From an optimization exercise on the open Yosys and OpenROAD flow, aimed at small area, a short achievable clock period and few clock cycles; shortcuts taken in it are not production practice.
Only simulation tests tie the RTL to the original design; equivalence was not proved.
Power figures rest on the tool's default switching activity, not on a simulated workload.

File: flow/design.v
module upc_decoder (
    input  wire        clk,
    input  wire        rst,         
    input  wire [2:0]  cmd,
    output wire        done,        
    output wire        ok,          
    output reg  [2:0]  err,         
    output reg  [9:0]  len,         
    output reg  [9:0]  bw,          
    output reg         rev,         
    output reg  [9:0]  e_win,       
    output reg  [9:0]  e_bw,        
    output reg  [2:0]  gfail,       
    output reg  [1:0]  e_which,     
    output reg         e_side,      
    output reg  [6:0]  e_val,       
    output reg  [47:0] dig,         
    output reg  [7:0]  csum         
);
    localparam MAXLEN = 512;
    localparam [2:0] E_NONE      = 3'd0,
                     E_NOSTART   = 3'd1,
                     E_MALFORMED = 3'd2,
                     E_BITLEN    = 3'd3,
                     E_GUARD     = 3'd4,
                     E_CODEWORD  = 3'd5,
                     E_CHECKSUM  = 3'd6;
    localparam [3:0] S_IDLE   = 4'd0,
                     S_WIDTH  = 4'd1,
                     S_OCHK   = 4'd2,    
                     S_ORIENT = 4'd3,    
                     S_REVRUN = 4'd4,    
                     S_SAMPLE = 4'd5,
                     S_GUARD  = 4'd6,
                     S_DIGITS = 4'd7,
                     S_CHECK  = 4'd8,
                     S_FINISH = 4'd9,
                     S_DONE   = 4'd10;
    wire [1:0] op  = cmd[2:1];
    wire       pin = cmd[0];
    reg [3:0]  state;
    reg [MAXLEN-1:0] slb;           
    reg [9:0]  idx;                 
    reg [9:0]  wk;                  
    reg [9:0]  wpos;                
    reg        wfirst;              
    reg        wmixed;              
    reg [6:0]  probe;
    reg [94:0] bits;                
    reg        csok;
    wire [9:0] addr  = rev ? (len - 10'd1 - idx) : idx;
    wire       pix   = slb[addr[8:0]];
    wire       in_rng = (idx < len);
    wire       wlast   = (wpos == bw - 10'd1);
    wire       wbad    = (wpos != 10'd0) && (wmixed || (pix != wfirst));
    wire [2:0] g_start  = bits[94:92];
    wire [4:0] g_center = bits[49:45];
    wire [2:0] g_end    = bits[2:0];
    wire       g0 = (g_start  != 3'b101);
    wire       g1 = (g_center != 5'b01010);
    wire       g2 = (g_end    != 3'b101);
    function [4:0] sym_l;           
        input [6:0] c;
        case (c)
            7'd13: sym_l = 5'h10;  7'd25: sym_l = 5'h11;
            7'd19: sym_l = 5'h12;  7'd61: sym_l = 5'h13;
            7'd35: sym_l = 5'h14;  7'd49: sym_l = 5'h15;
            7'd47: sym_l = 5'h16;  7'd59: sym_l = 5'h17;
            7'd55: sym_l = 5'h18;  7'd11: sym_l = 5'h19;
            default: sym_l = 5'h00;
        endcase
    endfunction
    function [4:0] sym_r;
        input [6:0] c;
        case (c)
            7'd114: sym_r = 5'h10; 7'd102: sym_r = 5'h11;
            7'd108: sym_r = 5'h12; 7'd66:  sym_r = 5'h13;
            7'd92:  sym_r = 5'h14; 7'd78:  sym_r = 5'h15;
            7'd80:  sym_r = 5'h16; 7'd68:  sym_r = 5'h17;
            7'd72:  sym_r = 5'h18; 7'd116: sym_r = 5'h19;
            default: sym_r = 5'h00;
        endcase
    endfunction
    reg [6:0]  cw  [0:11];
    reg [4:0]  sym [0:11];
    integer j;
    always @(*) begin
        for (j = 0; j < 6; j = j + 1) begin
            cw[j]     = bits[91-7*j -: 7];
            cw[j+6]   = bits[44-7*j -: 7];
            sym[j]    = sym_l(cw[j]);
            sym[j+6]  = sym_r(cw[j+6]);
        end
    end
    reg        unk;
    reg        unk_side;
    reg [6:0]  unk_val;
    integer u;
    always @(*) begin
        unk      = 1'b0;
        unk_side = 1'b0;
        unk_val  = 7'd0;
        for (u = 11; u >= 0; u = u - 1) begin
            if (!sym[u][4]) begin
                unk      = 1'b1;
                unk_side = (u >= 6);
                unk_val  = cw[u];
            end
        end
    end
    wire [7:0] so = dig[3:0] + dig[11:8] + dig[19:16] + dig[27:24] + dig[35:32] + dig[43:40];
    wire [7:0] se = dig[7:4] + dig[15:12] + dig[23:20] + dig[31:28] + dig[39:36];
    wire [7:0] sum = 8'd3 * so + se + {4'd0, dig[47:44]};
    assign done = (state == S_DONE);
    assign ok   = done && (err == E_NONE);
    task clear_regs;
        begin
            state   <= S_IDLE;
            len     <= 10'd0;
            bw      <= 10'd0;
            rev     <= 1'b0;
            err     <= E_NONE;
            e_win   <= 10'd0;
            e_bw    <= 10'd0;
            gfail   <= 3'd0;
            e_which <= 2'd0;
            e_side  <= 1'b0;
            e_val   <= 7'd0;
            dig     <= 48'd0;
            csum    <= 8'd0;
            csok    <= 1'b0;
            bits    <= 95'd0;
            probe   <= 7'd0;
            idx     <= 10'd0;
            wk      <= 10'd0;
            wpos    <= 10'd0;
            wfirst  <= 1'b0;
            wmixed  <= 1'b0;
        end
    endtask
    task fail;
        input [2:0] code;
        begin
            err   <= code;
            state <= S_DONE;
        end
    endtask
    integer d;
    always @(posedge clk) begin
        if (rst) begin
            clear_regs;
        end else begin
            case (state)
            S_IDLE: begin
                if (op == 2'b01) begin
                    clear_regs;
                end else if (op == 2'b10) begin
                    if (len < MAXLEN) begin
                        slb[len[8:0]] <= pin;
                        len <= len + 10'd1;
                    end
                end else if (op == 2'b11) begin
                    idx   <= 10'd0;
                    state <= S_WIDTH;
                end
            end
            S_WIDTH: begin
                if (in_rng && pix) begin
                    idx <= idx + 10'd1;
                end else if (idx == 10'd0) begin
                    fail(E_NOSTART);
                end else begin
                    bw    <= idx;
                    state <= S_OCHK;
                end
            end
            S_OCHK: begin
                if ({4'd0, len} < 14'd10 * {4'd0, bw}) begin
                    fail(E_BITLEN);
                end else begin
                    idx    <= 10'd3 * bw;
                    wk     <= 10'd3;
                    wpos   <= 10'd0;
                    wmixed <= 1'b0;
                    state  <= S_ORIENT;
                end
            end
            S_ORIENT: begin
                idx <= idx + 10'd1;
                if (wpos == 10'd0) wfirst <= pix;
                if (wlast) begin
                    if (wbad) begin
                        e_win <= wk;
                        e_bw  <= bw;
                        fail(E_MALFORMED);
                    end else if (wk == 10'd9) begin
                        if (^{probe[5:0], pix}) begin
                            state <= S_SAMPLE;
                        end else begin
                            rev   <= 1'b1;
                            state <= S_REVRUN;
                        end
                        idx    <= 10'd0;
                        wk     <= 10'd0;
                    end else begin
                        wk <= wk + 10'd1;
                    end
                    probe  <= {probe[5:0], pix};
                    wpos   <= 10'd0;
                    wmixed <= 1'b0;
                end else begin
                    wpos   <= wpos + 10'd1;
                    wmixed <= wbad;
                end
            end
            S_REVRUN: begin
                if (in_rng && pix) begin
                    idx <= idx + 10'd1;
                end else if (idx == 10'd0) begin
                    fail(E_NOSTART);
                end else begin
                    bw     <= idx;
                    idx    <= 10'd0;
                    wk     <= 10'd0;
                    wpos   <= 10'd0;
                    wmixed <= 1'b0;
                    state  <= S_SAMPLE;
                end
            end
            S_SAMPLE: begin
                if (!in_rng) begin
                    if (wpos != 10'd0 || wk != 10'd95)
                        fail(E_BITLEN);
                    else
                        state <= S_GUARD;
                end else begin
                    idx <= idx + 10'd1;
                    if (wpos == 10'd0) wfirst <= pix;
                    if (wlast) begin
                        if (wbad) begin
                            e_win <= wk;
                            e_bw  <= bw;
                            fail(E_MALFORMED);
                        end else begin
                            if (wk < 10'd95) bits <= {bits[93:0], pix};
                            wk <= wk + 10'd1;
                        end
                        wpos   <= 10'd0;
                        wmixed <= 1'b0;
                    end else begin
                        wpos   <= wpos + 10'd1;
                        wmixed <= wbad;
                    end
                end
            end
            S_GUARD: begin
                gfail <= {g2, g1, g0};
                if (g0) begin
                    e_which <= 2'd0;
                    fail(E_GUARD);
                end else if (g1) begin
                    e_which <= 2'd1;
                    fail(E_GUARD);
                end else if (g2) begin
                    e_which <= 2'd2;
                    fail(E_GUARD);
                end else begin
                    state <= S_DIGITS;
                end
            end
            S_DIGITS: begin
                if (unk) begin
                    e_side <= unk_side;
                    e_val  <= unk_val;
                    fail(E_CODEWORD);
                end else begin
                    for (d = 0; d < 12; d = d + 1)
                        dig[4*d +: 4] <= sym[d][3:0];
                    state <= S_CHECK;
                end
            end
            S_CHECK: begin
                csum  <= sum;
                csok  <= (sum % 8'd10) == 8'd0;
                state <= S_FINISH;
            end
            S_FINISH: begin
                if (csok)
                    state <= S_DONE;
                else
                    fail(E_CHECKSUM);
            end
            S_DONE: begin
                if (op == 2'b01) clear_regs;
            end
            default: state <= S_IDLE;
            endcase
        end
    end
endmodule
File: flow/constraint.sdc
create_clock -name core_clock -period 11.0 [get_ports {clk}]
set_input_delay 2.2000 -clock core_clock [delete_from_list [all_inputs] [get_ports {clk}]]
set_output_delay 2.2000 -clock core_clock [all_outputs]
set_load 0.01 [all_outputs]
File: flow/config.mk
export PLATFORM = sky130hd
export DESIGN_NAME = upc_decoder
export DESIGN_NICKNAME = upc_decoder
export VERILOG_FILES = /design/flow/design.v
export SDC_FILE = /design/flow/constraint.sdc
export NUM_CORES = 4
export LEC_CHECK = 0
export CAP_MARGIN = 20
export CORE_MARGIN = 2
export CORE_UTILIZATION = 40
export SLEW_MARGIN = 20
File: flow/run.sh
#!/bin/bash
# synth_recipe.tcl (not shown) runs the flow's synth.tcl, then flattens the netlist and writes it again
# the make line also repeats each setting of config.mk as NAME=value (left out here)
make -C /OpenROAD-flow-scripts/flow DESIGN_CONFIG=/design/flow/config.mk WORK_HOME=/design/flow/orfs CLKGATE_MAP_FILE= SYNTH_SCRIPT=/design/flow/synth_recipe.tcl finish
==> flow_metrics.tcl <==
set metrics [dict create \
    die_area_um2 123000 \
    multi_input_area_um2 25600 \
    cts.hold.buffers_added 0 \
    drtPass1Iterations 6 \
    powerDensity_nw_per_um2 188 \
    sequential_cell_area_um2 20400 \
    drt-total-wl_um 151000 \
    start_util 0.402 \
    place_congestion 0.912 \
    die_width_um 351 \
    drc_errors 0 \
    hold_violations 0 \
    rsz0062_at_grt "no" \
    drive_above_1_share 0.159 \
    critPathKind "flip-flop to flip-flop" \
    cp_max_fo 11 \
    dr_total_vias 40100 \
    async_flop_share 0 \
    syn_avg_cell_area_um2 9.20 \
    final_cell_mix "nor2_1 (737), nand2_1 (650), mux2_2 (512), edfxtp_1 (512), a21oi_1 (293)" \
    area_growth_syn_to_layout_pct 11.4 \
    drtIter0Drc 4332 \
    netlist_instances 5238 \
    cts_buffer_depth 3 \
    synth_edf_count 512 \
    tightest_slew_ps 1250 \
    post_cts_resized 0 \
    period_share 0.842 \
    netlist_area_um2 48200 \
    cp_common_cell "fa_1" \
    antenna_found_initial 0 \
    placed_area_um2 50500 \
    crit_path_max_incr_delay_ps 690 \
    whs_ps 463 \
    grt_pass1_wl_um 231000 \
    crit_slowest_cell "a31oi_1" \
    setup.worst_path.end_class "flip-flop" \
    rows 127 \
    numPortBuffers 119 \
    cts_sinks 763 \
    ant_nets 0 \
    slew_violations 0 \
    share_comb_of_total_power 0.349 \
    period_needed_ps 9260 \
    critPathRequiredTime_ps 11550 \
    fmax_mhz 108 \
    synth_seq_area_share 0.423 \
    synthFlopType "edfxtp_1" \
    fin_skew_ps 68.7 \
    core_area_um2 120000 \
    hold_class "flip-flop to flip-flop" \
    clk_transition_reported_paths_ps 60 \
    power_frac_seq 0.336 \
    cts_buffers 92 \
    power.clock.fraction 0.315 \
    cts_setup_buffers 0 \
    grt_pass1_vias 37300 \
    final_area_um2 53700 \
    status "no timing/DRC/antenna violations" \
    grt_max_degree 180 \
    h-tree-depth 3 \
    num_io_pins 120 \
    globalRouteOverflowTotal 0 \
    critical_path_arrival_ps 9800 \
    switching_power_mw 4.04 \
    avgRoutedWirePerCell_um 22.1 \
    layout.cells.most_common "nor2_1" \
    drv_cap 0 \
    synthesis.nets 5383 \
    ys_ff_latch 763 \
    p_int_mw 6.03 \
    cts_tree "built" \
    final.setup.tns_ps 0 \
    vias_per_cell 5.88 \
    clock_latency_ps 710 \
    maxSlewHeadroom 0.165 \
    leakage_nw 17.7 \
    finalSetupViolCount 0 \
    track_usage 0.238 \
    dp_hpwl_um 95900 \
    peakVddDrop_v 0.000180 \
    finalNetCount 5266 \
    root_buffer "clkbuf_16" \
    synth_cell_types 99 \
    cp-start-kind "flip-flop" \
    swShare 0.401 \
    die_h_um 351 \
    ys_warn_count 3 \
    n_fill_cell 11500 \
]
[logic make-up after synthesis]
family          after synthesis  share of synthesized area
fa+ha+maj                   140                     0.0427
mux                         570                      0.135
xor+xnor                    120                     0.0220
compound gates              972                      0.133
buf+inv                     579                     0.0501
simple gates               2094                      0.194
flops                       763                      0.423
[state kept, by name (all words and copies together), names as in the netlist]
signal / cells
probe: 6
idx: 10
bw: 10
dig: 48
wmixed: 1
slb: 512
wk: 10
e_win: 10
e_which: 2
csum: 8
csok: 1
gfail: 3
e_bw: 10
wpos: 10
err: 3
e_val: 7
wfirst: 1
len: 10
rev: 1
state: 4
e_side: 1
bits: 95
[power by group through the flow]
| stage | combinational [mW] | sequential, mW | clock (mW) |
|---|---|---|---|
| finish | 3.52 | 3.38 | 3.17 |
| global route | 3.72 | 3.40 | 3.34 |
| CTS | 3.45 | 3.37 | 3.22 |
| detailed placement | 3.44 | 3.43 | 0 |
| global placement | 3.43 | 3.43 | 0 |
| floorplan | 2.32 | 3.45 | 0 |
[final timing paths]
path,slack [ps],cells after the start,from,endpoint
hold / removal,460,2,bits[94],bits[94]
setup reg to reg,1740,31,dig[26],csok
setup / recovery,1740,31,dig[26],csok
hold reg to reg,460,2,bits[94],bits[94]
[routing by layer]
metal | track usage | vias up | wire length, um
li1 | - | 18600 | -
met1 | 0.341 | 19600 | 67100
met2 | 0.367 | 1614 | 67400
met3 | 0.0384 | 257 | 12000
met4 | 0.0716 | 0 | 4310
met5 | 0 | - | 0
[cell usage after synthesis, types with 26 or more instances]
master,count,area share
nand2_1,654,0.051
inv_1,159,0.012
nand3_1,256,0.027
mux2i_1,43,0.0089
o21ai_0,162,0.017
mux2_2,513,0.12
nor2_1,741,0.058
a31oi_1,50,0.0065
o31ai_1,31,0.0048
edfxtp_1,512,0.32
xnor2_1,74,0.013
dfxtp_1,251,0.10
a21oi_1,293,0.030
a211oi_1,48,0.0075
xor2_1,45,0.0082
nor3_1,99,0.010
fa_1,41,0.017
a21o_1,30,0.0047
buf_2,69,0.0072
ha_1,99,0.026
clkbuf_1,303,0.024
nor4_1,43,0.0056
nand2b_1,37,0.0048
and3_1,64,0.0083
nor2b_1,30,0.0039
a22oi_1,26,0.0040
o211ai_1,60,0.0093
a311oi_1,37,0.0067
nand4_1,31,0.0040
[critical path: cells and delay by family (launching register included)]
kind / cells / cell delay (ps)
flip-flops: 1 / 350
AND/OR/NAND/NOR: 3 / 860
buffers and inverters: 7 / 450
AO/OA/AOI/OAI: 7 / 1790
adder cells (fa/ha/maj): 12 / 5280
XOR/XNOR: 2 / 410
[per-stage QoR]
step | power [mW] | instances | util | setup slack [ps]
6_report | 10.1 | 6813 | 0.448 | 1740
5_1_grt | 10.5 | 6812 | 0.448 | 1150
4_1_cts | 10.0 | 6811 | 0.448 | 1860
3_5_place_dp | 6.87 | 6638 | 0.422 | 1900
3_3_place_gp | 6.86 | 6637 | 0.422 | 2000
2_1_floorplan | 5.77 | 5238 | - | -8240
[cell type report]
cell class                 instances  share of cell area
inverter                         161              0.0115
multi-input combinational       3896               0.476
clock inverter                    58              0.0111
timing repair buffer             207              0.0361
tap                             1612              0.0376
antenna                            1           0.0000466
clock buffer                     115              0.0476
sequential                       763               0.380
Testbench counts, summed over its fixed seeds: cycles 94,769.

[separate check: timing with driven ports]
The results above use ideal ports. As a check the final layout listed here was re-extracted and re-timed, cells and wires unchanged.
Step 1: set_driving_cell puts a clkbuf_16 on clk and a buf_2 on each other input, an assumption about the parent block.
Step 2 adds t to the input delays and takes it off the output delays; t is the mean of the earliest and latest rising clock arrival at the registers after step 1. Input paths then give back, and output paths get back, about the clock's delay inside the block.
a / b / c = ideal ports / drivers / drivers and shift; a / b = the first two.
shift t [ns]: 0.740
slack for setup (ns): 1.743 / 1.743 / 1.743
worst setup path at the end: register to register
clock arrival spread, ns: 0.069 / 0.069
After both steps setup and hold are still met in this run. The setup slack of this run moves by 0.000 ns with the drivers and by 0.000 ns with both steps.
